This is an optimization exercise on Yosys and OpenROAD, whose aim is small area, a short achievable clock period and few clock cycles per item, not a production implementation. Where RTL was checked, it was by simulation tests only, not by an equivalence proof against the original. The RTL of run 2 was laid out without a check of its function. Power and IR drop assume default switching activity.

==> design/flow/design.v <==
module harp_rxf (
    input  wire       clk,
    input  wire       rst,         
    input  wire       in_valid,
    input  wire [7:0] in_data,
    output wire       in_ready,
    input  wire       flush,       
    output wire       out_valid,
    input  wire       out_ready,
    output wire [7:0] out_data,
    output wire       out_last,
    output wire [2:0] out_kind      
);
    localparam [2:0] K_BADLEN   = 3'd1,
                     K_CHECKSUM = 3'd2,
                     K_BADTYPE  = 3'd3,
                     K_BADPTYPE = 3'd4,
                     K_LENMIS   = 3'd5;
    localparam [2:0] S_L   = 3'd0,    
                     S_C   = 3'd1,    
                     S_CK  = 3'd2,    
                     S_P   = 3'd3,    
                     S_DEC = 3'd4;    
    reg  [7:0] mem_e [0:127];         
    reg  [7:0] mem_o [0:127];         
    reg  [8:0] tk;                    
    reg        iv;                    
    reg  [7:0] ib;
    reg  [7:0] rs;                    
    reg        wv;                    
    reg  [8:0] wp;                    
    reg        in_rdy;
    reg        fl_pend;               
    reg        fl_apply;              
    always @(posedge clk) begin
        if (wv && !wp[0]) mem_e[wp[7:1]] <= rs;
        if (wv &&  wp[0]) mem_o[wp[7:1]] <= rs;
    end
    reg  [15:0] rh_e, rh_o;
    reg  [7:0]  rl_e, rl_o;
    reg         ra_sw;                
    reg         a_v, a_f, a_2, a_l, a_c;
    reg  [8:0]  a_j;
    reg  [7:0]  lo, hi;
    reg         b_v, b_f, b_2, b_l, b_c;
    reg  [8:0]  b_j;
    reg         c_v;
    reg  [8:0]  c_j;
    reg  [7:0]  c_lo, c_hi;           
    reg  [7:0]  c_len;                
    reg  [8:0]  c_len2;               
    reg         c_badl;               
    reg         c_chk;                
    reg  [2:0]  c_pk;                 
    reg  [7:0] rd_e, rd_o;
    integer k;
    always @(*) begin
        rd_e = 8'd0;
        rd_o = 8'd0;
        for (k = 0; k < 128; k = k + 1) begin
            rd_e = rd_e | (mem_e[k] & {8{rh_e[k / 8] & rl_e[k % 8]}});
            rd_o = rd_o | (mem_o[k] & {8{rh_o[k / 8] & rl_o[k % 8]}});
        end
    end
    reg  [2:0] st;
    reg  [8:0] h;                     
    reg  [2:0] so;                    
    reg  [8:0] av;                    
    reg  [8:0] need;                  
    reg  [8:0] need2;                 
    reg  [8:0] hn;                    
    reg  [8:0] hl;                    
    reg  [7:0] hl1;                   
    reg  [8:0] h3;                    
    reg  [7:0] pb;                    
    reg  [7:0] sh;                    
    reg  [7:0] se;                    
    reg  [7:0] len;
    reg        have_p;
    reg        garb;
    reg        nn_iss;                
    wire [8:0] h1  = h + 9'd1;
    wire [8:0] sp  = h + {6'd0, so};
    wire [8:0] av_w = av + {8'd0, wv};
    wire       whole = (av >= need);  
    reg  [1:0] rq_n;
    reg        rq0_err, rq1_err;
    reg  [2:0] rq0_kind, rq1_kind;
    reg  [7:0] rq0_len, rq1_len;
    reg  [8:0] rq0_st, rq1_st;
    reg  [7:0] rq0_pb, rq1_pb;
    wire       rq_full = rq_n[1];
    reg        lf_n0, lf_m2, lf_m4, lf_m8, lf_m6, lf_e1, lf_e2, lf_e4, lf_e8, lf_e6;
    reg        t_ok;
    reg  [2:0] p_kind;                
    wire [7:0] n_pay  = len - 8'd4;
    wire [3:0] len_ds = len[1:0] + len[3:2] + len[5:4] + len[7:6];
    wire [2:0] len_d2 = len_ds[1:0] + len_ds[3:2];
    wire [1:0] len_m3 = (len_d2 == 3'd3 || len_d2 == 3'd6) ? 2'd0 :
                        (len_d2 == 3'd4) ? 2'd1 :
                        (len_d2 == 3'd5) ? 2'd2 : len_d2[1:0];
    wire [7:0] typ    = sh - pb;
    wire       v_err  = !t_ok || (p_kind != 3'd0);
    wire [2:0] v_kind = !t_ok ? K_BADTYPE : p_kind;
    wire [7:0] b_len  = hi - lo;
    wire [7:0] b_base = b_len & 8'hDF;
    reg  [2:0] b_pk;
    always @(*) begin
        case (b_base)
            8'h01, 8'h81:        b_pk = (b_len[5] || lf_n0 || lf_e1) ? 3'd0 : K_LENMIS;
            8'h02, 8'h82:        b_pk = (lf_m2 && (b_len[5] || lf_n0 || lf_e2)) ? 3'd0 : K_LENMIS;
            8'h04, 8'h84, 8'h44: b_pk = (lf_m4 && (b_len[5] || lf_n0 || lf_e4)) ? 3'd0 : K_LENMIS;
            8'h08, 8'h88:        b_pk = (lf_m8 && (b_len[5] || lf_n0 || lf_e8)) ? 3'd0 : K_LENMIS;
            8'h10:               b_pk = (lf_m6 && (b_len[5] || lf_n0 || lf_e6)) ? 3'd0 : K_LENMIS;
            default:             b_pk = K_BADPTYPE;
        endcase
    end
    wire       d1   = (st == S_L) && c_v && (c_j == h);            
    wire       d3   = (st == S_CK) && c_v && (c_j == hl);          
    wire       d2   = (st == S_C || st == S_CK || st == S_P) && c_v && (c_j == h3);
    wire       cmpl = (av >= c_len2);                           
    wire       r2_inf = (a_v && !a_f && a_j == h3) || (b_v && !b_f && b_j == h3) ||
                        (c_v && c_j == h3);
    reg        f_act;
    reg  [8:0] fo;                    
    reg  [8:0] frem;                  
    reg  [7:0] pout;                  
    reg  [7:0] pnext;                 
    reg  [2:0]  oq_n;
    reg  [11:0] oq [0:4];             
    reg         ov;
    assign out_valid = ov;
    assign out_data  = oq[0][7:0];
    assign out_last  = oq[0][8];
    assign out_kind  = oq[0][11:9];
    assign in_ready  = in_rdy;
    reg  [2:0] oq_eff;                
    reg        f_want;                
    wire       f_two   = (frem >= 9'd2);
    wire       f_end   = (frem <= 9'd2);
    reg        d_want;
    reg        d_r1;                  
    reg        d_r3;                  
    reg        d_rn;                  
    wire [8:0] hn1 = hn + 9'd1;
    reg  [8:0] d_addr;
    reg  [7:0] d_addr1;               
    wire [8:0] sp1 = h1 + {6'd0, so};
    wire [8:0] hc  = h + {1'b0, c_len};
    wire [7:0] hc1 = h1[7:0] + c_len;
    wire       r1_ok = (av >= {6'd0, so} + 9'd2);
    always @(*) begin
        d_want  = 1'b0;
        d_r1    = 1'b0;
        d_r3    = 1'b0;
        d_rn    = 1'b0;
        d_addr  = sp;
        d_addr1 = sp1[7:0];
        case (st)
            S_L: begin
                if (d1 && !c_badl && cmpl) begin
                    d_want  = 1'b1;
                    d_r3    = 1'b1;
                    d_addr  = hc;
                    d_addr1 = hc1;
                end else begin
                    d_want  = r1_ok && (so <= 3'd3);
                    d_r1    = 1'b1;
                end
            end
            S_C: begin
                if (whole) begin
                    d_want  = 1'b1;
                    d_r3    = 1'b1;
                    d_addr  = hl;
                    d_addr1 = hl1;
                end else if (av >= 9'd5 && !have_p && !r2_inf) begin
                    d_want  = 1'b1;
                    d_addr  = h3;
                    d_addr1 = h3[7:0] + 8'd1;
                end
            end
            S_CK, S_P: begin
                if (garb && st == S_CK && so == 3'd1 && r1_ok) begin
                    d_want  = 1'b1;
                    d_r1    = 1'b1;
                end else if (!have_p && !r2_inf) begin
                    d_want  = 1'b1;
                    d_addr  = h3;
                    d_addr1 = h3[7:0] + 8'd1;
                end else if (!nn_iss && av >= need2) begin
                    d_want  = 1'b1;
                    d_rn    = 1'b1;
                    d_addr  = hn;
                    d_addr1 = hn1[7:0];
                end else if (st == S_CK && so == 3'd1 && r1_ok) begin
                    d_want  = 1'b1;
                    d_r1    = 1'b1;
                end
            end
            default: ;
        endcase
    end
    wire g_f = f_want;
    wire g_d = d_want && !f_want;
    wire [8:0] fo1     = fo + 9'd1;
    wire [8:0] r_addr  = g_f ? fo : d_addr;
    wire [7:0] r_addr1 = g_f ? fo1[7:0] : d_addr1;
    wire settled  = (st == S_L && av < 9'd2) || (st == S_C && !whole);
    wire [8:0] fp = f_act ? fo :
                    (rq_n != 2'd0 && !rq0_err) ? rq0_st :
                    (rq_n == 2'd2 && !rq1_err) ? rq1_st : h;
    wire [8:0] used = tk - fp;
    wire take  = in_rdy && in_valid && !flush;
    wire ftake = in_rdy && flush;
    wire rq_frame      = rq_n != 2'd0 && !rq0_err;
    wire f_chain       = g_f && f_end && rq_frame;
    wire f_idle        = !(a_v && a_f) && !(b_v && b_f);
    wire f_start_frame = !f_act && rq_frame && f_idle;
    wire f_start_err   = !f_act && rq_n != 2'd0 && rq0_err && f_idle && oq_eff <= 3'd4;
    wire rq_pop        = f_start_frame || f_start_err || f_chain;
    reg        dec_push;
    reg        dp_err;
    reg  [2:0] dp_kind;
    reg  [7:0] dp_len;
    always @(*) begin
        dec_push = 1'b0;
        dp_err   = 1'b1;
        dp_kind  = K_BADLEN;
        dp_len   = len;
        if (d1 && c_badl) begin
            dec_push = !garb && !rq_full;
            dp_len   = c_len;
        end else if (d3 && !c_chk) begin
            dec_push = !garb && !rq_full;
            dp_kind  = K_CHECKSUM;
        end else if ((d3 && have_p) || st == S_DEC) begin
            dp_err   = v_err;
            dp_kind  = v_kind;
            dec_push = (!v_err || !garb) && !rq_full;
        end else if (st == S_P && d2) begin
            dp_err   = !t_ok || (c_pk != 3'd0);
            dp_kind  = !t_ok ? K_BADTYPE : c_pk;
            dec_push = (!dp_err || !garb) && !rq_full;
        end
    end
    wire dec_go = !rq_full || (dp_err && garb);    
    wire       pop = ov && out_ready;
    wire [7:0] fd0 = lo - pout;
    wire [7:0] fd1 = hi - lo;
    wire       push0 = (b_v && b_f) || f_start_err;
    wire       push1 = b_v && b_f && b_2;
    wire [7:0] pd0 = b_f ? fd0 : rq0_len;
    wire       pl0 = b_f ? (b_l && !b_2) : 1'b1;
    wire [2:0] pk0 = b_f ? 3'd0 : rq0_kind;
    wire [11:0] pe0 = {pk0, pl0, pd0};
    wire [11:0] pe1 = {3'd0, b_l, fd1};
    wire [2:0]  oq_np = oq_n + {2'd0, push0} + {2'd0, push1};
    wire [2:0]  oq_nn = pop ? oq_np - 3'd1 : oq_np;
    wire        f_act_n = f_start_frame || (f_act && !(g_f && f_end && !f_chain));
    wire [2:0]  oq_eff_n = oq_eff - {2'd0, pop} + {2'd0, f_start_err} +
                           (g_f ? (f_two ? 3'd2 : 3'd1) : 3'd0);
    integer i;
    always @(posedge clk) begin
        for (i = 0; i < 5; i = i + 1) begin
            oq[i] <= pop ? ((push0 && oq_n == i + 1) ? pe0 :
                            (push1 && oq_n == i)     ? pe1 :
                            (i < 4) ? oq[(i < 4) ? i + 1 : i] : oq[i])
                         : ((push0 && oq_n == i)     ? pe0 :
                            (push1 && oq_n + 3'd1 == i) ? pe1 : oq[i]);
        end
        if (rq_pop) begin
            rq0_err <= rq1_err; rq0_kind <= rq1_kind; rq0_len <= rq1_len;
            rq0_st  <= rq1_st;  rq0_pb   <= rq1_pb;
        end
        if (dec_push) begin
            if (rq_n == 2'd0 || (rq_n == 2'd1 && rq_pop)) begin
                rq0_err <= dp_err; rq0_kind <= dp_kind; rq0_len <= dp_len;
                rq0_st  <= h;      rq0_pb   <= pb;
            end else begin
                rq1_err <= dp_err; rq1_kind <= dp_kind; rq1_len <= dp_len;
                rq1_st  <= h;      rq1_pb   <= pb;
            end
        end
        ra_sw <= r_addr[0];
        rh_o  <= 16'd1 << r_addr[7:4];
        rl_o  <= 8'd1 << r_addr[3:1];
        rh_e  <= 16'd1 << r_addr1[7:4];
        rl_e  <= 8'd1 << r_addr1[3:1];
        a_j   <= r_addr;
        a_f   <= g_f;
        a_2   <= f_two;
        a_l   <= f_end;
        a_c   <= f_chain;
        lo    <= ra_sw ? rd_o : rd_e;
        hi    <= ra_sw ? rd_e : rd_o;
        b_f   <= a_f;
        b_2   <= a_2;
        b_l   <= a_l;
        b_c   <= a_c;
        b_j   <= a_j;
        c_j    <= b_j;
        c_lo   <= lo;
        c_hi   <= hi;
        c_len  <= b_len;
        c_len2 <= {1'b0, b_len} + 9'd2;
        c_badl <= (b_len < 8'd4) || (b_len == 8'd255);
        c_chk  <= ((lo - pb) == b_len);
        c_pk   <= b_pk;
        ib <= in_data;
        if (iv) rs <= rs + ib;
        lf_n0 <= (n_pay == 8'd0);
        lf_m2 <= (n_pay[0] == 1'b0);
        lf_m4 <= (n_pay[1:0] == 2'b0);
        lf_m8 <= (n_pay[2:0] == 3'b0);
        lf_m6 <= !len[0] && (len_m3 == 2'd1);    
        lf_e1 <= (n_pay == 8'd1);
        lf_e2 <= (n_pay == 8'd2);
        lf_e4 <= (n_pay == 8'd4);
        lf_e8 <= (n_pay == 8'd8);
        lf_e6 <= (n_pay == 8'd6);
        t_ok  <= (typ == 8'h01) || (typ == 8'h02) || (typ == 8'h03) ||
                 (typ == 8'h09) || (typ == 8'h0A);
        if (rst) begin
            tk       <= 9'd0;
            wp       <= 9'd0;
            rs       <= 8'd0;
            iv       <= 1'b0;
            wv       <= 1'b0;
            in_rdy   <= 1'b1;
            fl_pend  <= 1'b0;
            fl_apply <= 1'b0;
            a_v      <= 1'b0;
            b_v      <= 1'b0;
            c_v      <= 1'b0;
            st       <= S_L;
            h        <= 9'd0;
            so       <= 3'd0;
            av       <= 9'd0;
            pb       <= 8'd0;
            have_p   <= 1'b0;
            garb     <= 1'b0;
            rq_n     <= 2'd0;
            f_act    <= 1'b0;
            oq_n     <= 3'd0;
            oq_eff   <= 3'd0;
            f_want   <= 1'b0;
            ov       <= 1'b0;
        end else begin
            iv <= take;
            wv <= iv;
            if (take) tk <= tk + 9'd1;
            if (wv) wp <= wp + 9'd1;
            if (ftake) fl_pend <= 1'b1;
            else if (fl_apply) fl_pend <= 1'b0;
            fl_apply <= fl_pend && !fl_apply && (wp == tk) && settled;
            in_rdy <= !fl_pend && !ftake && (take ? (used <= 9'd254) : (used <= 9'd255));
            a_v <= g_f || g_d;
            b_v <= a_v;
            c_v <= b_v && !b_f;
            rq_n <= rq_n + {1'b0, dec_push} - {1'b0, rq_pop};
            av <= av_w;
            if (g_d && d_r1) so <= so + 3'd1;
            if (g_d && d_rn) nn_iss <= 1'b1;
            if (d2) begin
                p_kind <= c_pk;
                have_p <= 1'b1;
            end
            case (st)
                S_L: begin
                    if (fl_apply) begin
                        h    <= wp;
                        so   <= 3'd0;
                        av   <= 9'd0;
                        pb   <= rs;
                        garb <= 1'b0;
                    end else if (d1) begin
                        if (c_badl) begin
                            if (!dec_go) begin
                                so <= 3'd0;                
                            end else begin
                                garb <= 1'b1;
                                h    <= h1;
                                so   <= so + {2'd0, g_d && d_r1} - 3'd1;
                                av   <= av_w - 9'd1;
                                pb   <= c_lo;
                            end
                        end else begin
                            len    <= c_len;
                            sh     <= c_lo;
                            hn     <= hc + 9'd2;
                            nn_iss <= 1'b0;
                            hl     <= hc;
                            hl1    <= hc1;
                            h3     <= h + 9'd3;
                            have_p <= 1'b0;
                            so     <= 3'd1;
                            need   <= c_len2;
                            need2  <= c_len2 + 9'd2;
                            st     <= (g_d && d_r3) ? S_CK : S_C;
                        end
                    end
                end
                S_C: begin
                    if (fl_apply) begin
                        h    <= wp;
                        so   <= 3'd0;
                        av   <= 9'd0;
                        pb   <= rs;
                        garb <= 1'b0;
                        st   <= S_L;
                    end else if (g_d && d_r3)
                        st <= S_CK;
                end
                S_CK: begin
                    if (d3) begin
                        se <= c_hi;
                        if (!c_chk) begin
                            if (!dec_go) begin
                                so <= 3'd1;
                                st <= S_C;                 
                            end else begin
                                garb <= 1'b1;
                                h    <= h1;
                                so   <= so + {2'd0, g_d && d_r1} - 3'd1;
                                av   <= av_w - 9'd1;
                                pb   <= sh;
                                st   <= S_L;
                            end
                        end else if (have_p) begin
                            if (dec_go) begin
                                garb <= dp_err;
                                h    <= hn;
                                so   <= (nn_iss || (g_d && d_rn)) ? 3'd1 : 3'd0;
                            av   <= av_w - need;
                                pb   <= c_hi;
                                st   <= S_L;
                            end else
                                st <= S_DEC;
                        end else
                            st <= S_P;
                    end
                end
                S_P: begin
                    if (d2) begin
                        if (dec_go) begin
                            garb <= dp_err;
                            h    <= hn;
                            so   <= (nn_iss || (g_d && d_rn)) ? 3'd1 : 3'd0;
                            av   <= av_w - need;
                            pb   <= se;
                            st   <= S_L;
                        end else
                            st <= S_DEC;
                    end
                end
                S_DEC: begin
                    if (dec_go) begin
                        garb <= dp_err;
                        h    <= hn;
                        so   <= 3'd0;
                            av   <= av_w - need;
                        pb   <= se;
                        st   <= S_L;
                    end
                end
                default: st <= S_L;
            endcase
            if (g_f) begin
                fo   <= fo + (f_two ? 9'd2 : 9'd1);
                frem <= frem - (f_two ? 9'd2 : 9'd1);
                if (f_chain) begin
                    fo    <= rq0_st;
                    frem  <= {1'b0, rq0_len} + 9'd2;
                    pnext <= rq0_pb;
                end else if (f_end)
                    f_act <= 1'b0;
            end
            if (b_v && b_f) begin
                if (!b_l)     pout <= b_2 ? hi : lo;
                else if (b_c) pout <= pnext;
            end
            if (f_start_frame) begin
                f_act <= 1'b1;
                fo    <= rq0_st;
                frem  <= {1'b0, rq0_len} + 9'd2;
                pout  <= rq0_pb;
            end
            oq_n <= oq_nn;
            oq_eff <= oq_eff_n;
            f_want <= f_act_n && (oq_eff_n <= 3'd3);
            ov   <= oq_nn != 3'd0;
        end
    end
endmodule
==> design/flow/run.sh <==
#!/bin/bash
# synth_recipe.tcl (not shown) runs the flow's synth.tcl, then flattens the netlist and writes it again
# the make line also repeats each setting of config.mk as NAME=value (left out here)
make -C /OpenROAD-flow-scripts/flow DESIGN_CONFIG=/design/flow/config.mk WORK_HOME=/design/flow/orfs CLKGATE_MAP_FILE= SYNTH_SCRIPT=/design/flow/synth_recipe.tcl finish
==> design/flow/config.mk <==
export PLATFORM = sky130hd
export DESIGN_NAME = harp_rxf
export DESIGN_NICKNAME = harp_rxf
export VERILOG_FILES = /design/flow/design.v
export SDC_FILE = /design/flow/constraint.sdc
export NUM_CORES = 4
export LEC_CHECK = 0
export CAP_MARGIN = 30
export CORE_MARGIN = 2
export CORE_UTILIZATION = 50
export SETUP_SLACK_MARGIN = 5
export SLEW_MARGIN = 40
==> design/flow/constraint.sdc <==
create_clock -name core_clock -period 12.0 [get_ports {clk}]
set_input_delay 2.4000 -clock core_clock [delete_from_list [all_inputs] [get_ports {clk}]]
set_output_delay 2.4000 -clock core_clock [all_outputs]
set_load 0.01 [all_outputs]
==> impl_metrics.toml, run 1 <==
[global_routing]
grt_pass1_vias = 69063
antenna_found_initial = 22
grt_pass1_wl_microns = 574000
grt_use_met2 = 0.558
grt_use_met1 = 0.529
gr-max-usage-layer = "met2"
grt_max_degree = 107
grt_use_total = 0.396
overflow = 0
grt_use_met3 = 0.157

[critical_path]
critPathCaptureType = "register"
crit_slowest_cell = "a2111oi_0"
rr_worst_depth = 15
cp-start-kind = "register"
cpPeakStageDelay_ps = 610
cp_cell_sequence = "inv_1, nand2_1, or4_1, nand4b_1, buf_4, o31ai_1, a2111oi_0, nor3_1, inv_1, ha_1, o21ai_0, a21boi_0, o32ai_1, a2111oi_0, nor2_1"
cp.required_ps = 12770
arrival_ps = 5520
reg2reg_from = "b_f"
crit_type = "register to register"
cp-startpoint = "b_f"
cp_max_fo = 32

[finish]
nNetsFinal = 7721
area_growth_pct = 14.3
postLayoutCoreUtil = 0.575
nFillCells = 16102
drive_gt1_frac = 0.139

[floorplanning]
die_y_microns = 458
core_sq_um = 205000
rows = 166
die_area_sq_um = 210000
chipWidth_microns = 458
start_util = 0.504
num_io_pins = 27

[worst_hold_path]
worstHoldPathCells = 0
min_from = "a_c"
hold_class = "register to register"

[sta]
setup_tns_ps = 0
finalCriticalPeriod_ps = 4750
finalHoldViolations = 0
slew_headroom = 0.324
holdWs_ps = 329
tightest_slew_ps = 1000
max_freq_mhz = 211
slew_violations = 0
fin_ws_ps = 7250
rsz0062_at_grt = "false"
period_share = 0.396
finalSetupViolCount = 0
finClkSkew_ps = 54.3

[clock_network]
htree_levels = 5
clk_pin_slew_ps = 60
cts_hold_buf = 0
cts_sinks = 2509
cts_setup_buffers = 0
cts_buffer_depth = 4
cts-resized-gates = 0
cts-root-buf = "clkbuf_16"
clock_latency_ps = 950
cts_tree = "yes"
cts_made_buffers = 280

[drt]
vias = 74947
drt-pass1-iter-count = 7
antenna_left = 0
drc_errors = 0
routed_wl_microns = 424000
wl_per_cell_microns = 40.6
vias_per_cell = 7.17
first_iter_violations = 14137

[logic_synthesis]
ys_types = 89
synth_top_family_by_area = "compound AO/OA/AOI/OAI gates"
synth.avg_cell_area_sq_um = 13.9
synth_compound_area_frac = 0.129
synth_fp_nets = 7595
async_flop_share = 0
synthFlopType = "edfxtp_1"
ys_seq_elements = 2509
ys_warn_count = 2
netlist_instances = 7424
synth_xor_area_frac = 0.0194
syn_area_sq_um = 103000
synth_edf_count = 2247
synthAdderAreaFrac = 0.0207
muxShareOfSynthArea = 0.00955
synthSimpleGateAreaFrac = 0.0910
ys_seq_area_frac = 0.705

[pwr]
peakVddDrop_mv = 0.184
powerDensity_nw_per_um2 = 211
power_leakage_uw = 0.0389

[placed_design]
gp_congestion = 1.05
place_ws_ps = 6470
io_buffers = 26
dpl.hpwl_microns = 273000

[flow_run]
maxCapViolations = 0

[run_status]
outcome = "timing/DRC/antenna clean"
## path summary, 6_finish.rpt
kind / to / slack, ps
hold reg to reg: b_c / 330
setup / recovery: so[0] / 7250
setup reg to reg: so[0] / 7250
hold / removal: b_c / 330
## placed cells by master (no fill, tap or decap), types with 30 or more instances in the layout
master     instances
clkbuf_1          44
nor4_1            52
dfxtp_2           49
mux2i_1           85
nand2_1          377
a221oi_1          53
clkinv_1          47
edfxtp_1        2247
buf_4            313
inv_1            153
a22oi_1          320
nor3_1            75
nand3_1          401
o21ai_0          218
nor2b_1           35
nor2_2            67
xor2_1            75
clkinv_2          46
nand4_1          142
nor2_1           388
a22o_1           185
and2_1            51
a32oi_1          198
dfxtp_1          202
and3_1            65
o22ai_1           45
a31oi_1           79
o211ai_1          45
xnor2_1          151
a211oi_1          51
clkbuf_16        288
bufinv_16         30
ha_1             137
a222oi_1         112
a21oi_1          244
nor2_4           105
## registers in the layout, summed over array words and instances (netlist names), 16 cells and up
signal / flops
mem_e: 1024
mem_o: 1024
oq: 60
rh_e: 16
rh_o: 16
## routing by layer
metal | vias up | share of wire
met1 | 37435 | 0.36
li1 | 29573 | -
met2 | 6702 | 0.42
met5 | - | 0.00010
met4 | 6 | 0.062
met3 | 1231 | 0.17
## metrics by stage
stage | power (uW) | instances | instance area [sq um]
2_1_floorplan | 13700 | 7424 | 103000
3_3_place_gp | 16100 | 9938 | 108000
3_5_place_dp | 16200 | 9951 | 109000
4_1_cts | 24700 | 10431 | 118000
5_1_grt | 25500 | 10437 | 118000
6_report | 24900 | 10448 | 118000
## cell type report
class | count | area, sq um | area share
Clock inverter | 135 | 1420 | 0.0120
Tap cell | 2688 | 3360 | 0.0285
Antenna cell | 12 | 30.0 | 0.000255
Clock buffer | 345 | 7530 | 0.0639
Inverter | 158 | 593 | 0.00503
Sequential cell | 2509 | 72800 | 0.618
Multi-Input combinational cell | 4236 | 29200 | 0.248
Timing Repair Buffer | 365 | 2910 | 0.0247
## synthesized netlist by cell type (46+ instances only)
| library cell | count | share of area |
|---|---|---|
| a22oi_1 | 320 | 0.023 |
| a21oi_1 | 248 | 0.012 |
| dfxtp_1 | 262 | 0.051 |
| nand4_1 | 142 | 0.0086 |
| edfxtp_1 | 2247 | 0.65 |
| ha_1 | 137 | 0.017 |
| a221oi_1 | 54 | 0.0046 |
| and2_1 | 51 | 0.0031 |
| a211oi_1 | 53 | 0.0039 |
| nand3_1 | 404 | 0.020 |
| mux2i_1 | 86 | 0.0083 |
| a22o_1 | 185 | 0.016 |
| xnor2_1 | 152 | 0.013 |
| nor3_1 | 83 | 0.0040 |
| xor2_1 | 76 | 0.0065 |
| o21ai_0 | 223 | 0.011 |
| nor2_1 | 560 | 0.020 |
| clkbuf_1 | 392 | 0.014 |
| inv_1 | 153 | 0.0056 |
| buf_1 | 108 | 0.0039 |
| nand2_1 | 395 | 0.014 |
| a31oi_1 | 80 | 0.0049 |
| a222oi_1 | 112 | 0.011 |
| a32oi_1 | 198 | 0.017 |
| and3_1 | 65 | 0.0039 |
| nor4_1 | 61 | 0.0037 |
| o22ai_1 | 46 | 0.0028 |
## critical path, delay by kind of cell (launching register included)
kind | cells | cell delay (ps)
AO/OA/AOI/OAI | 6 | 1700
AND/OR/NAND/NOR | 5 | 1260
buffers and inverters | 3 | 920
flip-flops | 1 | 460
adder cells (fa/ha/maj) | 1 | 240
## power by group
group | leakage (uW) | switching [uW] | internal [uW]
Combinational | 0.0115 | 3920 | 1750
Clock | 0.00439 | 3530 | 5090
Sequential | 0.0229 | 570 | 10100
Total | 0.0389 | 8020 | 16900
## kinds of logic (layout without fill, tap and decap cells)
logic type	after synthesis	count (layout)
multiplexers	97	97
other	0	12
AO/OA/AOI/OAI	1809	1809
buffers and inverters	679	1003
AND/OR/NAND/NOR	1944	1944
XOR/XNOR	228	228
adder cells (fa/ha/maj)	158	158
flip-flops	2509	2509
Testbench counts, summed over its fixed seeds: cycles 59,769, bytes 56,077.
==> inputs of run 2 (changes only) <==
--- a/design/flow/design.v
+++ b/design/flow/design.v
@@ -126,13 +126,15 @@
     reg  [8:0] frem;                  
     reg  [7:0] pout;                  
     reg  [7:0] pnext;                 
-    reg  [2:0]  oq_n;
-    reg  [11:0] oq [0:4];             
+    reg  [11:0] oh;                   
     reg         ov;
+    reg  [11:0] ob [0:3];
+    reg  [2:0]  ob_n;
+    reg  [1:0]  ob_rd, ob_wr;
     assign out_valid = ov;
-    assign out_data  = oq[0][7:0];
-    assign out_last  = oq[0][8];
-    assign out_kind  = oq[0][11:9];
+    assign out_data  = oh[7:0];
+    assign out_last  = oh[8];
+    assign out_kind  = oh[11:9];
     assign in_ready  = in_rdy;
     reg  [2:0] oq_eff;                
     reg        f_want;                
@@ -255,20 +257,19 @@
     wire [2:0] pk0 = b_f ? 3'd0 : rq0_kind;
     wire [11:0] pe0 = {pk0, pl0, pd0};
     wire [11:0] pe1 = {3'd0, b_l, fd1};
-    wire [2:0]  oq_np = oq_n + {2'd0, push0} + {2'd0, push1};
-    wire [2:0]  oq_nn = pop ? oq_np - 3'd1 : oq_np;
+    wire        oh_can  = (ob_n != 3'd0) || push0;
+    wire        oh_take = (pop || !ov) && oh_can;
+    wire [11:0] oh_src  = (ob_n != 3'd0) ? ob[ob_rd] : pe0;
+    wire [2:0]  ob_np   = ob_n + {2'd0, push0} + {2'd0, push1};
     wire        f_act_n = f_start_frame || (f_act && !(g_f && f_end && !f_chain));
-    wire [2:0]  oq_eff_n = oq_eff - {2'd0, pop} + {2'd0, f_start_err} +
+    wire [2:0]  oq_eff_p = oq_eff + {2'd0, f_start_err} +
                            (g_f ? (f_two ? 3'd2 : 3'd1) : 3'd0);
+    wire [2:0]  oq_eff_q = oq_eff_p - 3'd1;
     integer i;
     always @(posedge clk) begin
-        for (i = 0; i < 5; i = i + 1) begin
-            oq[i] <= pop ? ((push0 && oq_n == i + 1) ? pe0 :
-                            (push1 && oq_n == i)     ? pe1 :
-                            (i < 4) ? oq[(i < 4) ? i + 1 : i] : oq[i])
-                         : ((push0 && oq_n == i)     ? pe0 :
-                            (push1 && oq_n + 3'd1 == i) ? pe1 : oq[i]);
-        end
+        if (push0) ob[ob_wr] <= pe0;
+        if (push1) ob[ob_wr + 2'd1] <= pe1;
+        if (oh_take) oh <= oh_src;
         if (rq_pop) begin
             rq0_err <= rq1_err; rq0_kind <= rq1_kind; rq0_len <= rq1_len;
             rq0_st  <= rq1_st;  rq0_pb   <= rq1_pb;
@@ -342,7 +343,9 @@
             garb     <= 1'b0;
             rq_n     <= 2'd0;
             f_act    <= 1'b0;
-            oq_n     <= 3'd0;
+            ob_n     <= 3'd0;
+            ob_rd    <= 2'd0;
+            ob_wr    <= 2'd0;
             oq_eff   <= 3'd0;
             f_want   <= 1'b0;
             ov       <= 1'b0;
@@ -486,10 +489,12 @@
                 frem  <= {1'b0, rq0_len} + 9'd2;
                 pout  <= rq0_pb;
             end
-            oq_n <= oq_nn;
-            oq_eff <= oq_eff_n;
-            f_want <= f_act_n && (oq_eff_n <= 3'd3);
-            ov   <= oq_nn != 3'd0;
+            ob_wr  <= ob_wr + {1'b0, push0} + {1'b0, push1};
+            ob_rd  <= ob_rd + {1'b0, oh_take};
+            ob_n   <= oh_take ? ob_np - 3'd1 : ob_np;
+            ov     <= (pop || !ov) ? oh_can : 1'b1;
+            oq_eff <= pop ? oq_eff_q : oq_eff_p;
+            f_want <= f_act_n && (pop ? (oq_eff_q <= 3'd3) : (oq_eff_p <= 3'd3));
         end
     end
 endmodule
--- a/design/flow/config.mk
+++ b/design/flow/config.mk
@@ -5,8 +5,11 @@
 export SDC_FILE = /design/flow/constraint.sdc
 export NUM_CORES = 4
 export LEC_CHECK = 0
-export CAP_MARGIN = 30
+export CAP_MARGIN = 20
 export CORE_MARGIN = 2
 export CORE_UTILIZATION = 50
+export CTS_BUF_LIST = sky130_fd_sc_hd__clkbuf_16
+export CTS_CLUSTER_DIAMETER = 70
+export CTS_CLUSTER_SIZE = 28
 export SETUP_SLACK_MARGIN = 5
-export SLEW_MARGIN = 40
+export SLEW_MARGIN = 20
==> run 2 against run 1 <==
  * Now fails the layout checks on capacitance limit
  * Fmax decreased by 3.4%
  * Worst setup slack got worse by 170 ps
  * Routed wire length decreased by 1.8%
  * Clock skew increased by 20 ps
  * Die area decreased by 0.76%
  * Sequential cell count increased by 4
==> impl_metrics.toml, run 2 <==
[clock_network]
cts_hold_buf = 0
cts_buffer_depth = 3
clock_latency_ps = 880
clk_pin_slew_ps = 100
cts_sinks = 2513
htree_levels = 4
cts-root-buf = "clkbuf_16"
cts-resized-gates = 0
cts_tree = "yes"
cts_setup_buffers = 0
cts_made_buffers = 141

[drt]
first_iter_violations = 14424
drc_errors = 0
routed_wl_microns = 416000
antenna_left = 0
wl_per_cell_microns = 41.1
drt-pass1-iter-count = 13
vias_per_cell = 7.22
vias = 73024

[worst_hold_path]
min_from = "a_c"
hold_class = "register to register"
hold_end = "b_c"
worstHoldPathCells = 0

[global_routing]
overflow = 0
grt_pass1_vias = 67027
grt_pass1_wl_microns = 564000
grt_use_total = 0.391
grt_max_degree = 183
antenna_found_initial = 20

[placed_design]
io_buffers = 26
gp_congestion = 1.04
dpl.hpwl_microns = 271000
placed_area_sq_um = 107000

[finish]
drive_gt1_frac = 0.110
nNetsFinal = 7491
final_cell_mix = "edfxtp_1 (2235), nand3_1 (503), nor2_1 (443), a22oi_1 (376), nand2_1 (303)"
finish.instance_area_sq_um = 112000
nFillCells = 16597
final_common_cell = "edfxtp_1"
area_growth_pct = 9.73
postLayoutCoreUtil = 0.551

[run_status]
outcome = "failed layout checks"
so.violations = "capacitance limit"

[logic_synthesis]
async_flop_share = 0
ys_warn_count = 1
synth_most_common_cell = "edfxtp_1"
synth_edf_count = 2235
synth_top_cell_by_area = "edfxtp_1"
synth.avg_cell_area_sq_um = 14.0
synth_top_area_share = 0.656
synthTopCellsByArea = "edfxtp_1 (66%), dfxtp_1 (5.4%), a22oi_1 (2.8%), nand3_1 (2.5%), nor2_1 (2.1%)"
synth_common_cells = "edfxtp_1 (2235), nor2_1 (575), nand3_1 (504), a22oi_1 (376), clkbuf_1 (365)"
synth_fp_nets = 7483
syn_area_sq_um = 102000
synthFlopType = "edfxtp_1"
netlist_instances = 7310
ys_seq_area_frac = 0.710
ys_seq_elements = 2513
ys_types = 88

[floorplanning]
num_io_pins = 27
start_util = 0.502
core_sq_um = 204000
rows = 166
chipWidth_microns = 456
die_area_sq_um = 208000
die_y_microns = 456

[sta]
tightest_slew_ps = 1470
holdWs_ps = 336
rsz0062_at_grt = "false"
period_share = 0.410
max_freq_mhz = 203
slew_violations = 0
finalCriticalPeriod_ps = 4920
finalHoldViolations = 0
finClkSkew_ps = 73.8
slew_headroom = 0.0121
setup_tns_ps = 0
finalSetupViolCount = 0

[pwr]
peakVddDrop_mv = 0.161
power.total_uw = 22100
power_leakage_uw = 0.0366
powerDensity_nw_per_um2 = 197

[critical_path]
cp_cell_sequence = "buf_4, buf_4, buf_4, a22oi_1, o22ai_1, nor2_1, o2111ai_1, nor4_1, nand4_1, nor4_2, buf_4, mux2i_1"
rr_worst_depth = 12
rrSetupSlack_ps = 7080
crit_type = "register to register"
r2r_end = "hi[4]"
reg2reg_from = "rh_e[9]"
crit_slowest_cell = "a22oi_1"
cp-start-kind = "register"
cp_max_fo = 24
cpPeakStageDelay_ps = 690
critPathCaptureType = "register"
path_common_cell = "buf_4"
cp.required_ps = 12700
arrival_ps = 5620

[flow_run]
maxCapViolations = 1
## run 2: cell types whose count changed after synthesis, moves of 24 or more
cell,before,now
o21ai_0,223,160
clkbuf_1,392,365
nand2_1,395,304
xor2_1,76,106
a22oi_1,320,376
a21oi_1,248,297
xnor2_1,152,124
a22o_1,185,161
a32oi_1,198,134
o22ai_1,46,82
nand3_1,404,504
## run 2: worst max path at each step
| stage | from | end | slack, ps | cells past startpoint |
|---|---|---|---|---|
| 2_1_floorplan | rst | h3[0] | 5960 | 3 |
| 3_3_place_gp | st[1] | av[2] | 7010 | 9 |
| 3_5_place_dp | rst | p_kind[0] | 7130 | 4 |
| 4_1_cts | st[2] | rl_e[4] | 7250 | 9 |
| 5_1_grt | len[0] | so[0] | 6760 | 13 |
| 6_report | rh_e[9] | hi[4] | 7080 | 12 |
## run 2: worst max-delay path, delay by kind of cell (launching register included)
| family | cells | cell delay (ps) |
|---|---|---|
| buffers and inverters | 4 | 1190 |
| muxes | 1 | 90 |
| AOI/OAI and AO/OA | 3 | 1360 |
| DFF | 1 | 320 |
| and+or+nand+nor | 4 | 1750 |
## run 2: cell type report
cell class                 count  area [sq um]  share of cell area
multi-input combinational   4130         27700               0.247
clock buffer                 149          3730              0.0332
sequential                  2513         72800               0.648
inverter                     185           694             0.00618
tap                         2688          3360              0.0299
clock inverter               103          1190              0.0106
antenna                        6          15.0            0.000134
timing repair buffer         347          2840              0.0253
## run 2: per-stage QoR
| stage | setup slack [ps] | instances |
|---|---|---|
| 2_1_floorplan | 5960 | 7310 |
| 4_1_cts | 7250 | 10106 |
| 3_3_place_gp | 7010 | 9847 |
| 6_report | 7080 | 10121 |
| 3_5_place_dp | 7130 | 9854 |
| 5_1_grt | 6760 | 10117 |
## run 2: power breakdown
group          switching (uW)  internal (uW)  total [uW]
sequential                581           9970       10600
combinational            4030           1770        5800
clock                    3170           2570        5740
total                    7780          14300       22100
## run 2: per-layer routing
| metal | track usage | routed length [microns] | vias up |
|---|---|---|---|
| met1 | 0.519 | 149000 | 36598 |
| met3 | 0.156 | 66800 | 1274 |
| met2 | 0.551 | 173000 | 6414 |
| met5 | 0.0119 | 335 | - |
| met4 | 0.207 | 27100 | 24 |
| li1 | - | - | 28714 |
## run 2: logic make-up (layout without fill, tap and decap cells)
family                   Yosys count  after routing  share of synthesized area
buffers and inverters            667            784                     0.0247
flip-flops                      2513           2513                      0.710
adder cells (fa/ha/maj)          160            160                     0.0212
AO/OA/AOI/OAI                   1706           1706                      0.121
other                              0              6                          0
XOR/XNOR                         230            230                     0.0197
AND/OR/NAND/NOR                 1911           1911                     0.0894
multiplexers                     123            123                     0.0137
==> inputs of run 3 (changes only) <==
--- a/design/flow/design.v
+++ b/design/flow/design.v
@@ -81,6 +81,8 @@
     reg        nn_iss;                
     wire [8:0] h1  = h + 9'd1;
     wire [8:0] sp  = h + {6'd0, so};
+    wire [2:0] so_up = so + {2'd0, g_d && d_r1};
+    wire [2:0] so_dn = (so_up == 3'd0) ? 3'd0 : so_up - 3'd1;
     wire [8:0] av_w = av + {8'd0, wv};
     wire       whole = (av >= need);  
     reg  [1:0] rq_n;
@@ -384,7 +386,7 @@
                             end else begin
                                 garb <= 1'b1;
                                 h    <= h1;
-                                so   <= so + {2'd0, g_d && d_r1} - 3'd1;
+                                so   <= so_dn;
                                 av   <= av_w - 9'd1;
                                 pb   <= c_lo;
                             end
@@ -425,7 +427,7 @@
                             end else begin
                                 garb <= 1'b1;
                                 h    <= h1;
-                                so   <= so + {2'd0, g_d && d_r1} - 3'd1;
+                                so   <= so_dn;
                                 av   <= av_w - 9'd1;
                                 pb   <= sh;
                                 st   <= S_L;
==> design/flow/config.mk (replaced) <==
export PLATFORM = sky130hd
export DESIGN_NAME = harp_rxf
export DESIGN_NICKNAME = harp_rxf
export VERILOG_FILES = /design/flow/design.v
export SDC_FILE = /design/flow/constraint.sdc
export NUM_CORES = 4
export LEC_CHECK = 0
export CAP_MARGIN = 30
export CORE_MARGIN = 2
export CORE_UTILIZATION = 50
export CTS_BUF_LIST = sky130_fd_sc_hd__clkbuf_16
export CTS_CLUSTER_DIAMETER = 60
export CTS_CLUSTER_SIZE = 24
export SETUP_SLACK_MARGIN = 5
export SLEW_MARGIN = 40
==> run 3 against run 2 <==
  * Fmax increased by 3.3%
  * Highest routed layer unchanged
  * Now clean on timing, DRC and antenna
  * Cell area increased by 1.3%
  * Count of clock-buffer cells in the layout increased by 23
  * Critical endpoint is now rh_o[2]
  * Largest cell class unchanged
==> impl_metrics.toml, run 3 <==
[logic_synthesis]
synth_xor_area_frac = 0.0192
synth.avg_cell_area_sq_um = 14.2
synth_common_cells = "edfxtp_1 (2235), nor2_1 (566), nand3_1 (476), clkbuf_1 (359), a22oi_1 (290)"
muxShareOfSynthArea = 0.0129
synth_top_family_by_area = "compound AO/OA/AOI/OAI gates"
synth_fp_nets = 7365
synth_compound_area_frac = 0.121
ys_warn_count = 1
ys_seq_elements = 2513
synthTopCellsByArea = "edfxtp_1 (66%), dfxtp_1 (5.4%), nand3_1 (2.3%), a22oi_1 (2.1%), nor2_1 (2.1%)"
synthAdderAreaFrac = 0.0212
ys_types = 100
synth_edf_count = 2235
synth_most_common_cell = "edfxtp_1"
syn_area_sq_um = 102000
netlist_instances = 7192
synthFlopType = "edfxtp_1"
async_flop_share = 0
synth_top_area_share = 0.657
synth_top_cell_by_area = "edfxtp_1"
ys_seq_area_frac = 0.711
synthSimpleGateAreaFrac = 0.0898

[drt]
vias_per_cell = 7.22
antenna_left = 0
drc_errors = 0
routed_wl_microns = 422000
drt-pass1-iter-count = 10
first_iter_violations = 14152
vias = 72638
wl_per_cell_microns = 42.0

[global_routing]
overflow = 0
grt_pass1_vias = 67375
antenna_found_initial = 27
grt_max_degree = 142
grt_use_total = 0.398
grt_pass1_wl_microns = 570000

[placed_design]
gp_congestion = 1.02
place_ws_ps = 7310
dpl.hpwl_microns = 276000
io_buffers = 26

[flow_run]
maxCapViolations = 0

[finish]
area_growth_pct = 11.3
nNetsFinal = 7422
final_cell_mix = "edfxtp_1 (2235), nand3_1 (472), nor2_1 (395), buf_4 (309), a22oi_1 (290)"
final_common_cell = "edfxtp_1"
drive_gt1_frac = 0.133

[sta]
tightest_slew_ps = 1030
slew_violations = 0
period_share = 0.397
finalHoldViolations = 0
finClkSkew_ps = 61.5
max_freq_mhz = 210
setup_tns_ps = 0
finalCriticalPeriod_ps = 4760
finalSetupViolCount = 0
rsz0062_at_grt = "false"
slew_headroom = 0.313
fin_ws_ps = 7240

[floorplanning]
chipWidth_microns = 456
rows = 165
core_sq_um = 203000
start_util = 0.504
die_area_sq_um = 208000
die_y_microns = 456
num_io_pins = 27

[critical_path]
crit_type = "register to register"
cp-start-kind = "register"
cp.required_ps = 12700
rr_worst_depth = 11
crit_cells = 11
cp_cell_sequence = "ha_1, a21oi_1, o21ai_0, nand2_1, nand2_1, o211ai_1, a21oi_1, o31ai_1, and2_1, inv_2, nor3_2"
cpPeakStageDelay_ps = 720
critPathCaptureType = "register"
cp_num_buf_inv = 1
cp_max_fo = 9
path_delay_family = "simple AND/OR/NAND/NOR gates"
crit_slowest_cell = "nor3_2"
arrival_ps = 5460

[pwr]
peakVddDrop_mv = 0.172
powerDensity_nw_per_um2 = 190
power_leakage_uw = 0.0370

[worst_hold_path]
hold_class = "register to register"
worstHoldPathCells = 0

[clock_network]
cts_tree = "yes"
cts_hold_buf = 0
cts_sinks = 2513
clk_pin_slew_ps = 80
cts_buffer_depth = 3
cts-root-buf = "clkbuf_16"
cts_made_buffers = 165
cts-resized-gates = 0
htree_levels = 4
cts_setup_buffers = 0
clock_latency_ps = 900

[run_status]
outcome = "timing/DRC/antenna clean"
-- run 3: cell types whose count changed in the layout (fill, tap and decap cells not counted), moves of 25 or more --
cell / change
nor2_4: +76
a22o_1: +28
nand3_1: -31
nand2_1: -26
a22oi_1: -86
nor2_1: -48
a21oi_1: -66
xor2_1: -25
o21ai_0: -25
nor2_2: -35
a32oi_1: +42
a221oi_1: +29
-- run 3: final timing paths --
path / start / endpoint / slack [ps]
worst max-delay path: av[4] / rh_o[2] / 7240
worst min-delay path: a_c / b_c / 330
worst max register to register: av[4] / rh_o[2] / 7240
worst min register to register: a_c / b_c / 330
-- run 3: cells by family after synthesis --
| family | after synthesis |
|---|---|
| AO/OA/AOI/OAI | 1655 |
| XOR/XNOR | 222 |
| adder cells (fa/ha/maj) | 160 |
| buffers and inverters | 647 |
| flip-flops | 2513 |
| multiplexers | 115 |
| AND/OR/NAND/NOR | 1880 |
-- run 3: layout make-up --
type	count	area, sq um
fill	16257	89000
sequential	2513	72800
multi-input combinational	4032	28200
clock buffer	172	4300
tap	2672	3340
timing repair buffer	370	3000
clock inverter	127	1450
inverter	167	629
antenna	12	30.0
-- run 3: per-stage QoR --
| stage | hold WS [ps] | instance area [sq um] | utilization | total power (uW) | instances |
|---|---|---|---|---|---|
| after global placement | 310 | 107000 | 0.526 | 15300 | 9721 |
| final | 332 | 114000 | 0.561 | 21700 | 10065 |
| after CTS | 333 | 114000 | 0.560 | 21500 | 10044 |
| after floorplan | 310 | 102000 | - | 13100 | 7192 |
| after global routing | 342 | 114000 | 0.561 | 22100 | 10054 |
| after detailed placement | 314 | 108000 | 0.532 | 15400 | 9745 |
-- run 3: metal layers --
layer  vias up  GRT usage  share of wire
met4        36      0.229          0.072
met1     36344      0.516           0.35
met3      1333      0.162           0.16
li1      28532          -              -
met2      6393      0.564           0.42
met5         -          0         0.0011
-- run 3: power by group --
| group | internal [uW] | total, uW | switching (uW) |
|---|---|---|---|
| Clock | 2970 | 6300 | 3330 |
| Combinational | 1510 | 4900 | 3390 |
| Sequential | 9930 | 10500 | 537 |
Testbench counts of run 3, summed over its fixed seeds: cycles 59,769, bytes 56,077.
==> inputs of run 4 (changes only) <==
--- a/design/flow/design.v
+++ b/design/flow/design.v
@@ -52,14 +52,24 @@
     reg         c_badl;               
     reg         c_chk;                
     reg  [2:0]  c_pk;                 
+    reg  [7:0] row_e [0:15];
+    reg  [7:0] row_o [0:15];
     reg  [7:0] rd_e, rd_o;
-    integer k;
+    integer k, r;
     always @(*) begin
+        for (r = 0; r < 16; r = r + 1) begin
+            row_e[r] = 8'd0;
+            row_o[r] = 8'd0;
+            for (k = 0; k < 8; k = k + 1) begin
+                row_e[r] = row_e[r] | (mem_e[8 * r + k] & {8{rl_e[k]}});
+                row_o[r] = row_o[r] | (mem_o[8 * r + k] & {8{rl_o[k]}});
+            end
+        end
         rd_e = 8'd0;
         rd_o = 8'd0;
-        for (k = 0; k < 128; k = k + 1) begin
-            rd_e = rd_e | (mem_e[k] & {8{rh_e[k / 8] & rl_e[k % 8]}});
-            rd_o = rd_o | (mem_o[k] & {8{rh_o[k / 8] & rl_o[k % 8]}});
+        for (r = 0; r < 16; r = r + 1) begin
+            rd_e = rd_e | (row_e[r] & {8{rh_e[r]}});
+            rd_o = rd_o | (row_o[r] & {8{rh_o[r]}});
         end
     end
     reg  [2:0] st;
@@ -81,8 +91,10 @@
     reg        nn_iss;                
     wire [8:0] h1  = h + 9'd1;
     wire [8:0] sp  = h + {6'd0, so};
-    wire [2:0] so_up = so + {2'd0, g_d && d_r1};
-    wire [2:0] so_dn = (so_up == 3'd0) ? 3'd0 : so_up - 3'd1;
+    wire [2:0] so_p1 = so + 3'd1;
+    wire [2:0] so_m1 = (so == 3'd0) ? 3'd0 : so - 3'd1;
+    wire       so_in = g_d && d_r1;   
+    wire [2:0] so_dn = so_in ? so : so_m1;
     wire [8:0] av_w = av + {8'd0, wv};
     wire       whole = (av >= need);  
     reg  [1:0] rq_n;
@@ -121,8 +133,7 @@
     wire       d3   = (st == S_CK) && c_v && (c_j == hl);          
     wire       d2   = (st == S_C || st == S_CK || st == S_P) && c_v && (c_j == h3);
     wire       cmpl = (av >= c_len2);                           
-    wire       r2_inf = (a_v && !a_f && a_j == h3) || (b_v && !b_f && b_j == h3) ||
-                        (c_v && c_j == h3);
+    reg        r2_inf;                
     reg        f_act;
     reg  [8:0] fo;                    
     reg  [8:0] frem;                  
@@ -146,6 +157,7 @@
     reg        d_r1;                  
     reg        d_r3;                  
     reg        d_rn;                  
+    reg        d_r2;                  
     wire [8:0] hn1 = hn + 9'd1;
     reg  [8:0] d_addr;
     reg  [7:0] d_addr1;               
@@ -158,6 +170,7 @@
         d_r1    = 1'b0;
         d_r3    = 1'b0;
         d_rn    = 1'b0;
+        d_r2    = 1'b0;
         d_addr  = sp;
         d_addr1 = sp1[7:0];
         case (st)
@@ -180,6 +193,7 @@
                     d_addr1 = hl1;
                 end else if (av >= 9'd5 && !have_p && !r2_inf) begin
                     d_want  = 1'b1;
+                    d_r2    = 1'b1;
                     d_addr  = h3;
                     d_addr1 = h3[7:0] + 8'd1;
                 end
@@ -190,6 +204,7 @@
                     d_r1    = 1'b1;
                 end else if (!have_p && !r2_inf) begin
                     d_want  = 1'b1;
+                    d_r2    = 1'b1;
                     d_addr  = h3;
                     d_addr1 = h3[7:0] + 8'd1;
                 end else if (!nn_iss && av >= need2) begin
@@ -342,6 +357,7 @@
             av       <= 9'd0;
             pb       <= 8'd0;
             have_p   <= 1'b0;
+            r2_inf   <= 1'b0;
             garb     <= 1'b0;
             rq_n     <= 2'd0;
             f_act    <= 1'b0;
@@ -365,8 +381,9 @@
             c_v <= b_v && !b_f;
             rq_n <= rq_n + {1'b0, dec_push} - {1'b0, rq_pop};
             av <= av_w;
-            if (g_d && d_r1) so <= so + 3'd1;
+            if (so_in) so <= so_p1;
             if (g_d && d_rn) nn_iss <= 1'b1;
+            if (g_d && d_r2) r2_inf <= 1'b1;
             if (d2) begin
                 p_kind <= c_pk;
                 have_p <= 1'b1;
@@ -395,6 +412,7 @@
                             sh     <= c_lo;
                             hn     <= hc + 9'd2;
                             nn_iss <= 1'b0;
+                            r2_inf <= 1'b0;
                             hl     <= hc;
                             hl1    <= hc1;
                             h3     <= h + 9'd3;
==> run 4 against run 3 <==
  * Critical endpoint is now rh_e[2]
  * Count of clock-buffer cells in the layout shrank 3
  * Register-to-register slack improved by 160 ps
  * Critical path depth rose by 2
  * Combinational power rose by 5.7%
  * Die area is 2.8% lower
  * Highest routed layer unchanged
  * Sequential power about the same
  * Sequential cell count increased by 1
  * Still clean on timing, DRC and antenna
  * Cell area down 4.2%
==> impl_metrics.toml, run 4 <==
[logic_synthesis]
synth_compound_area_frac = 0.126
synthFlopType = "edfxtp_1"
synth_top_family_by_area = "compound AO/OA/AOI/OAI gates"
ys_warn_count = 3
synth_top_area_share = 0.676
synth_most_common_cell = "edfxtp_1"
ys_seq_elements = 2514
synth_top_cell_by_area = "edfxtp_1"
async_flop_share = 0
syn_area_sq_um = 99300
synthAdderAreaFrac = 0.0219
synth_common_cells = "edfxtp_1 (2235), a22oi_1 (1169), nor2_1 (538), clkbuf_1 (360), nand4_1 (307)"
muxShareOfSynthArea = 0.0118
ys_types = 82
synth.avg_cell_area_sq_um = 14.8
synthSimpleGateAreaFrac = 0.0681
ys_seq_area_frac = 0.732
synthTopCellsByArea = "edfxtp_1 (68%), a22oi_1 (8.8%), dfxtp_1 (5.6%), nor2_1 (2.0%), nand4_1 (1.9%)"
netlist_instances = 6733
synth_xor_area_frac = 0.0193
synth_edf_count = 2235
synth_fp_nets = 6907

[global_routing]
grt_pass1_wl_microns = 419000
grt_pass1_vias = 57937
grt_use_met2 = 0.437
grt_use_met1 = 0.410
gr-max-usage-layer = "met2"
grt_use_met3 = 0.0513
overflow = 0
antenna_found_initial = 6
grt_use_total = 0.283
grt_max_degree = 195

[clock_network]
clk_pin_slew_ps = 90
cts-root-buf = "clkbuf_16"
cts_tree = "yes"
cts_setup_buffers = 0
cts_hold_buf = 0
cts_sinks = 2514
cts_made_buffers = 162
htree_levels = 4
clock_latency_ps = 860
cts_buffer_depth = 3
cts-resized-gates = 0

[floorplanning]
num_io_pins = 27
die_area_sq_um = 202000
core_sq_um = 197000
rows = 163
start_util = 0.503
chipWidth_microns = 450
die_y_microns = 450

[sta]
setup_tns_ps = 0
slew_violations = 0
tightest_slew_ps = 892
rsz0062_at_grt = "false"
max_freq_mhz = 217
finalCriticalPeriod_ps = 4600
period_share = 0.383
finalHoldViolations = 0
slew_headroom = 0.401
finalSetupViolCount = 0
fin_ws_ps = 7400
finClkSkew_ps = 37.5

[placed_design]
io_buffers = 26
gp_congestion = 0.956
place_ws_ps = 7110
dpl.hpwl_microns = 176000

[critical_path]
cp_cell_sequence = "inv_1, ha_1, ha_1, a21o_1, a21oi_1, o21ai_0, a2111oi_0, nor3_1, xnor2_1, a221o_1, o31ai_1, nand2_1, nor2_1"
arrival_ps = 5390
critPathCaptureType = "register"
cpPeakStageDelay_ps = 690
path_delay_family = "compound AO/OA/AOI/OAI gates"
crit_slowest_cell = "dfxtp_1"
cp_num_buf_inv = 1
cp.required_ps = 12790
path_common_cell = "ha_1"
cp_max_fo = 12
cp-start-kind = "register"
crit_type = "register to register"

[drt]
wl_per_cell_microns = 31.1
drc_errors = 0
first_iter_violations = 7699
routed_wl_microns = 292000
vias = 60808
vias_per_cell = 6.47
antenna_left = 0
drt-pass1-iter-count = 8

[finish]
nNetsFinal = 6799
nFillCells = 15855
final_common_cell = "edfxtp_1"
final_cell_mix = "edfxtp_1 (2235), a22oi_1 (1169), nor2_1 (311), nand4_1 (307), dfxtp_1 (252)"
regArea_sq_um = 72800
area_growth_pct = 9.74
drive_gt1_frac = 0.108
multi_input_area_sq_um = 25400

[worst_hold_path]
hold_class = "register to register"

[pwr]
powerDensity_nw_per_um2 = 200
power_leakage_uw = 0.0346
peakVddDrop_mv = 0.166

[run_status]
outcome = "timing/DRC/antenna clean"

[flow_run]
maxCapViolations = 0
-- run 4: cell count changes in the layout (fill, tap and decap cells not counted), sizes merged, moves of 111 or more --
cell    delta
a22oi    +879
nand3    -390
buf      -236
a22o     -189
nand4    +175
a32oi    -171
a222oi   -111
-- run 4: worst paths after layout --
path,depth (start not counted),to,start,slack (ps)
hold / removal,0,b_l,a_l,330
setup reg to reg,13,rh_e[2],h[0],7400
hold reg to reg,0,b_l,a_l,330
setup / recovery,13,rh_e[2],h[0],7400
-- run 4: routing by layer --
metal	routed length, microns	vias up	part of all wire
met2	134000	3002	0.46
met4	9100	2	0.031
met1	121000	30967	0.41
met5	12	-	0.000041
met3	27300	437	0.094
li1	-	26400	-
-- run 4: area by class of cell --
class,count,area share
repair buffers,132,0.0127
inverters,147,0.00506
multi-input cells,3668,0.233
clock buffers,169,0.0388
diodes,3,0.0000689
well taps,2640,0.0303
flip-flops and latches,2514,0.668
clock inverters,119,0.0128
-- run 4: logic make-up (layout without fill, tap and decap cells) --
kind of cell / count (synthesis) / count (layout)
DFF: 2514 / 2514
AOI/OAI and AO/OA: 1775 / 1775
and+or+nand+nor: 1413 / 1413
buffers and inverters: 551 / 567
xor gates and xnor gates: 219 / 219
adders and majority gates: 161 / 161
muxes: 100 / 100
other: 0 / 3
-- run 4: stage by stage --
stage | hold WS, ps | instance area [sq um] | power [uW] | util | std cells
3_5_place_dp | 312 | 103000 | 15900 | 0.522 | 9093
3_3_place_gp | 312 | 102000 | 15800 | 0.519 | 9089
5_1_grt | 336 | 109000 | 22600 | 0.552 | 9391
6_report | 331 | 109000 | 21900 | 0.552 | 9392
2_1_floorplan | 310 | 99400 | 13500 | - | 6733
4_1_cts | 331 | 109000 | 21900 | 0.551 | 9381
-- run 4: where the power goes --
part	switching, uW	internal (uW)
registers	662	9940
clock network	3230	2840
logic	3480	1700
-- run 4: worst register-to-register path, stage by stage (launching register included) --
cell       delay, ps
dfxtp_1          690
inv_1            320
ha_1             440
ha_1             290
a21o_1           170
a21oi_1          380
o21ai_0          170
a2111oi_0        450
nor3_1           130
xnor2_1          190
a221o_1          380
o31ai_1          580
nand2_1          240
nor2_1           140
Testbench counts of run 4, summed over its fixed seeds: cycles 59,769, bytes 56,077.
==> inputs of run 5 (changes only) <==
--- a/design/flow/config.mk
+++ b/design/flow/config.mk
@@ -7,7 +7,7 @@
 export LEC_CHECK = 0
 export CAP_MARGIN = 30
 export CORE_MARGIN = 2
-export CORE_UTILIZATION = 50
+export CORE_UTILIZATION = 70
 export CTS_BUF_LIST = sky130_fd_sc_hd__clkbuf_16
 export CTS_CLUSTER_DIAMETER = 60
 export CTS_CLUSTER_SIZE = 24
==> run 5 against run 4 <==
  * Still clean on timing, DRC and antenna
  * Non-clock buffer count rose by 15
  * Sequential share of layout area rose by 1.1 points
  * First-iteration DRC count increased by 19%
  * Sequential cell count did not move
  * Hold slack gained 0.89 ps
  * Routed wire length down 4.6%
  * Register-to-register slack worse by 170 ps
==> impl_metrics.toml, run 5 <==
[logic_synthesis]
synth_common_cells = "edfxtp_1 (2235), a22oi_1 (1169), nor2_1 (538), clkbuf_1 (360), nand4_1 (307)"
synth_edf_count = 2235
synth_top_area_share = 0.676
async_flop_share = 0
synth.avg_cell_area_sq_um = 14.8
ys_seq_elements = 2514
synth_top_cell_by_area = "edfxtp_1"
ys_warn_count = 3
synth_most_common_cell = "edfxtp_1"
ys_types = 82
netlist_instances = 6733
synthFlopType = "edfxtp_1"
synth_fp_nets = 6907
syn_area_sq_um = 99300
ys_seq_area_frac = 0.732
synthTopCellsByArea = "edfxtp_1 (68%), a22oi_1 (8.8%), dfxtp_1 (5.6%), nor2_1 (2.0%), nand4_1 (1.9%)"

[clock_network]
cts-resized-gates = 0
cts_buffer_depth = 3
cts-root-buf = "clkbuf_16"
cts_sinks = 2514
cts_setup_buffers = 0
cts_hold_buf = 0
clk_pin_slew_ps = 90
cts_tree = "yes"
htree_levels = 4
clock_latency_ps = 820
cts_made_buffers = 148

[sta]
slew_headroom = 0.351
setup_tns_ps = 0
period_share = 0.398
finalHoldViolations = 0
max_freq_mhz = 210
finalCriticalPeriod_ps = 4770
finClkSkew_ps = 46.6
slew_violations = 0
fin_ws_ps = 7230
finalSetupViolCount = 0
rsz0062_at_grt = "false"
tightest_slew_ps = 973

[finish]
final_cell_mix = "edfxtp_1 (2235), a22oi_1 (1169), nor2_1 (333), nand4_1 (307), dfxtp_1 (251)"
nNetsFinal = 6800
drive_gt1_frac = 0.0997
area_growth_pct = 7.97
final_common_cell = "edfxtp_1"
finish.instance_area_sq_um = 107000

[floorplanning]
num_io_pins = 27
start_util = 0.703
core_sq_um = 141000
chipWidth_microns = 381
die_y_microns = 381
rows = 138
die_area_sq_um = 145000

[global_routing]
grt_use_total = 0.381
antenna_found_initial = 2
grt_use_met2 = 0.574
grt_pass1_wl_microns = 403000
grt_max_degree = 219
grt_use_met1 = 0.546
overflow = 0
grt_pass1_vias = 59596
grt_use_met3 = 0.0853
gr-max-usage-layer = "met2"

[worst_hold_path]
hold_class = "register to register"

[drt]
routed_wl_microns = 278000
wl_per_cell_microns = 32.3
drc_errors = 0
drt-pass1-iter-count = 6
first_iter_violations = 9157
antenna_left = 0
vias = 62502
vias_per_cell = 7.25

[placed_design]
dpl.hpwl_microns = 171000
gp_congestion = 0.946
placed_area_sq_um = 102000
io_buffers = 26
place_ws_ps = 7280

[critical_path]
cp-start-kind = "register"
cpPeakStageDelay_ps = 780
path_common_cell = "o21ai_0"
cp_max_fo = 37
cp_cell_sequence = "buf_4, nor2_2, nor4b_2, nand4_1, or4_4, a2111oi_4, nand2b_1, o21ai_0, a221o_1, o21ai_0, a21oi_1"
critPathCaptureType = "register"
crit_type = "register to register"
crit_slowest_cell = "a2111oi_4"
path_delay_family = "simple AND/OR/NAND/NOR gates"
cp_num_buf_inv = 1
arrival_ps = 5430
cp.required_ps = 12660

[pwr]
peakVddDrop_mv = 0.186
power_leakage_uw = 0.0342
powerDensity_nw_per_um2 = 199

[run_status]
outcome = "timing/DRC/antenna clean"

[flow_run]
maxCapViolations = 0
-- run 5: cell counts after synthesis --
No cell type changed its count.
-- run 5: kinds of logic after synthesis --
family | count (synthesis) | synth area share
XOR/XNOR | 219 | 0.0193
AND/OR/NAND/NOR | 1413 | 0.0681
AO/OA/AOI/OAI | 1775 | 0.126
adder cells (fa/ha/maj) | 161 | 0.0219
buffers and inverters | 551 | 0.0211
multiplexers | 100 | 0.0118
flip-flops | 2514 | 0.732
-- run 5: per-layer routing --
metal | share of wire | vias up
li1 | - | 26360
met1 | 0.36 | 30886
met2 | 0.46 | 4562
met3 | 0.13 | 692
met4 | 0.048 | 2
met5 | 0.000043 | -
-- run 5: power breakdown --
part | switching [uW] | internal, uW | total [uW]
registers | 687 | 9950 | 10600
logic | 3460 | 1690 | 5150
clock network | 2920 | 2670 | 5590
total | 7070 | 14300 | 21400
-- run 5: area by class of cell --
| type | count | area (sq um) |
|---|---|---|
| Sequential cell | 2514 | 72800 |
| Fill cell | 8415 | 34000 |
| Multi-Input combinational cell | 3668 | 25200 |
| Clock buffer | 153 | 3830 |
| Tap cell | 1890 | 2360 |
| Timing Repair Buffer | 147 | 1370 |
| Clock inverter | 101 | 1110 |
| Inverter | 147 | 552 |
| Antenna cell | 2 | 5.00 |
-- run 5: worst paths after layout --
kind / slack [ps] / cells past startpoint / start / end
max: 7230 / 11 / st[1] / h[5]
min: 330 / 0 / a_j[7] / b_j[7]
max reg2reg: 7230 / 11 / st[1] / h[5]
min reg2reg: 330 / 0 / a_j[7] / b_j[7]
-- run 5: per-stage QoR --
step	utilization	cells	hold WS, ps	total power, uW
3_3_place_gp	0.718	8354	311	15600
6_report	0.759	8622	331	21400
3_5_place_dp	0.722	8362	312	15800
2_1_floorplan	-	6733	310	13500
4_1_cts	0.757	8616	331	21200
5_1_grt	0.759	8620	337	21900
==> inputs of run 6 (changes only) <==
--- a/design/flow/config.mk
+++ b/design/flow/config.mk
@@ -7,7 +7,7 @@
 export LEC_CHECK = 0
 export CAP_MARGIN = 30
 export CORE_MARGIN = 2
-export CORE_UTILIZATION = 70
+export CORE_UTILIZATION = 60
 export CTS_BUF_LIST = sky130_fd_sc_hd__clkbuf_16
 export CTS_CLUSTER_DIAMETER = 60
 export CTS_CLUSTER_SIZE = 24
==> run 6 against run 5 <==
  * Still clean on timing, DRC and antenna
  * Via count fell by 2.2%
  * Non-clock buffer count fell by 19
  * Critical path depth did not move
  * Synthesized area did not move
  * Count of clock-buffer cells in the layout rose by 12
  * Die area rose by 16%
  * Fmax rose by 1.9%
  * Cell count rose by 3.6%
  * Largest cell class unchanged
  * Largest power group unchanged
  * Highest routed layer unchanged
==> impl_metrics.toml, run 6 <==
[drt]
wl_per_cell_microns = 32.2
routed_wl_microns = 288000
drt-pass1-iter-count = 6
vias_per_cell = 6.84
drc_errors = 0
vias = 61122
first_iter_violations = 8098

[sta]
slew_headroom = 0.389
finClkSkew_ps = 29.9
finalCriticalPeriod_ps = 4680
rsz0062_at_grt = "false"
holdWs_ps = 324
setup_tns_ps = 0
slew_violations = 0

[finish]
layout.cells.non_filler = 8934
postLayoutCoreUtil = 0.656
nNetsFinal = 6791
drive_gt1_frac = 0.106
finish.instance_area_sq_um = 108000

[global_routing]
grt_max_degree = 120
grt_use_met1 = 0.490
gr-max-usage-layer = "met2"
grt_pass1_vias = 57729
overflow = 0
antenna_found_initial = 8
grt_use_met2 = 0.514
grt_pass1_wl_microns = 413000

[critical_path]
rr_worst_depth = 11
reg2reg_from = "st[1]"
cp_max_fo = 37
cpPeakStageDelay_ps = 780
path_common_cell = "o21ai_0"
critPathCaptureType = "register"
rrSetupSlack_ps = 7320
cp-start-kind = "register"

[logic_synthesis]
ys_seq_elements = 2514
netlist_instances = 6733
synth_edf_count = 2235
synthAdderAreaFrac = 0.0219
synthFlopType = "edfxtp_1"
synth_fp_nets = 6907
synth_top_family_by_area = "compound AO/OA/AOI/OAI gates"
muxShareOfSynthArea = 0.0118
synth_top_area_share = 0.676
synth_compound_area_frac = 0.126
synth_most_common_cell = "edfxtp_1"
ys_types = 82

[floorplanning]
chipWidth_microns = 411
rows = 149
core_sq_um = 165000
die_area_sq_um = 169000
die_y_microns = 411
start_util = 0.604

[placed_design]
dp.cells = 8644
io_buffers = 26

[worst_hold_path]
worstHoldPathCells = 0
hold_class = "register to register"

[pwr]
combinationalPowerShare = 0.237
internal-power_uw = 14500
p_switching_uw = 7230
powerDensity_nw_per_um2 = 201
power_frac_clock = 0.272
power_leakage_uw = 0.0345

[run_status]
outcome = "timing/DRC/antenna clean"

[clock_network]
cts-resized-gates = 0
cts_hold_buf = 0
cts-root-buf = "clkbuf_16"
cts_tree = "yes"
clk_pin_slew_ps = 80
cts_sinks = 2514
clock_latency_ps = 830
run 6: cell counts after synthesis:
No cell type changed its count.
run 6: routing by layer:
| metal | wire length [microns] | vias to the layer above | share of wire |
|---|---|---|---|
| li1 | - | 26364 | - |
| met3 | 29800 | 526 | 0.10 |
| met5 | 85 | - | 0.00030 |
| met2 | 131000 | 3297 | 0.46 |
| met4 | 10400 | 12 | 0.036 |
| met1 | 116000 | 30923 | 0.40 |
run 6: cell families (layout without fill, tap and decap cells):
family                   after synthesis  after routing
AO/OA/AOI/OAI                       1775           1775
XOR/XNOR                             219            219
adder cells (fa/ha/maj)              161            161
buffers and inverters                551            562
flip-flops                          2514           2514
multiplexers                         100            100
other                                  0              1
AND/OR/NAND/NOR                     1413           1413
run 6: worst max path at each step:
stage / from / to / slack, ps
detailed placement: in_valid / in_rdy / 7230
finish: st[1] / h[5] / 7320
global placement: in_valid / in_rdy / 7310
CTS: st[1] / so[1] / 7420
floorplan: rst / h3[0] / 5250
global route: st[1] / h[5] / 7130
run 6: through the flow:
stage	setup WS [ps]	total power [uW]
after floorplan	5250	13500
after global placement	7310	15800
after detailed placement	7230	15900
after CTS	7420	21700
after global routing	7130	22400
final	7320	21700
run 6: worst register-to-register path: stages, from the launching register on:
cell and delay (ps):
dfxtp_1 310, buf_4 470, nor2_2 180, nor4b_2 290
nand4_1 390, or4_4 650, a2111oi_4 780, nand2b_1 750
o21ai_0 210, a221o_1 300, o21ai_0 150, a21oi_1 80
run 6: final cells by class:
cell class | instances | area (sq um)
inverters | 147 | 552
clock buffers | 165 | 4130
multi-input cells | 3668 | 25400
repair buffers | 128 | 1260
clock inverters | 122 | 1230
diodes | 1 | 2.50
fillers | 11648 | 56500
well taps | 2189 | 2740
flip-flops and latches | 2514 | 72800
run 6: power by group through the flow:
stage,registers [uW],clock network [uW],logic (uW)
2_1_floorplan,10400,0,3100
3_3_place_gp,10800,0,4970
3_5_place_dp,10800,0,5050
4_1_cts,10600,5950,5070
5_1_grt,10700,6230,5480
6_report,10700,5910,5160

Setup slack of run 6, layout unchanged: 7.316 ns with ideal ports, 7.316 ns with driving cells assumed (clock clkbuf_16, inputs buf_2), 7.221 ns with port delays also shifted by the 0.906 ns mid clock arrival.
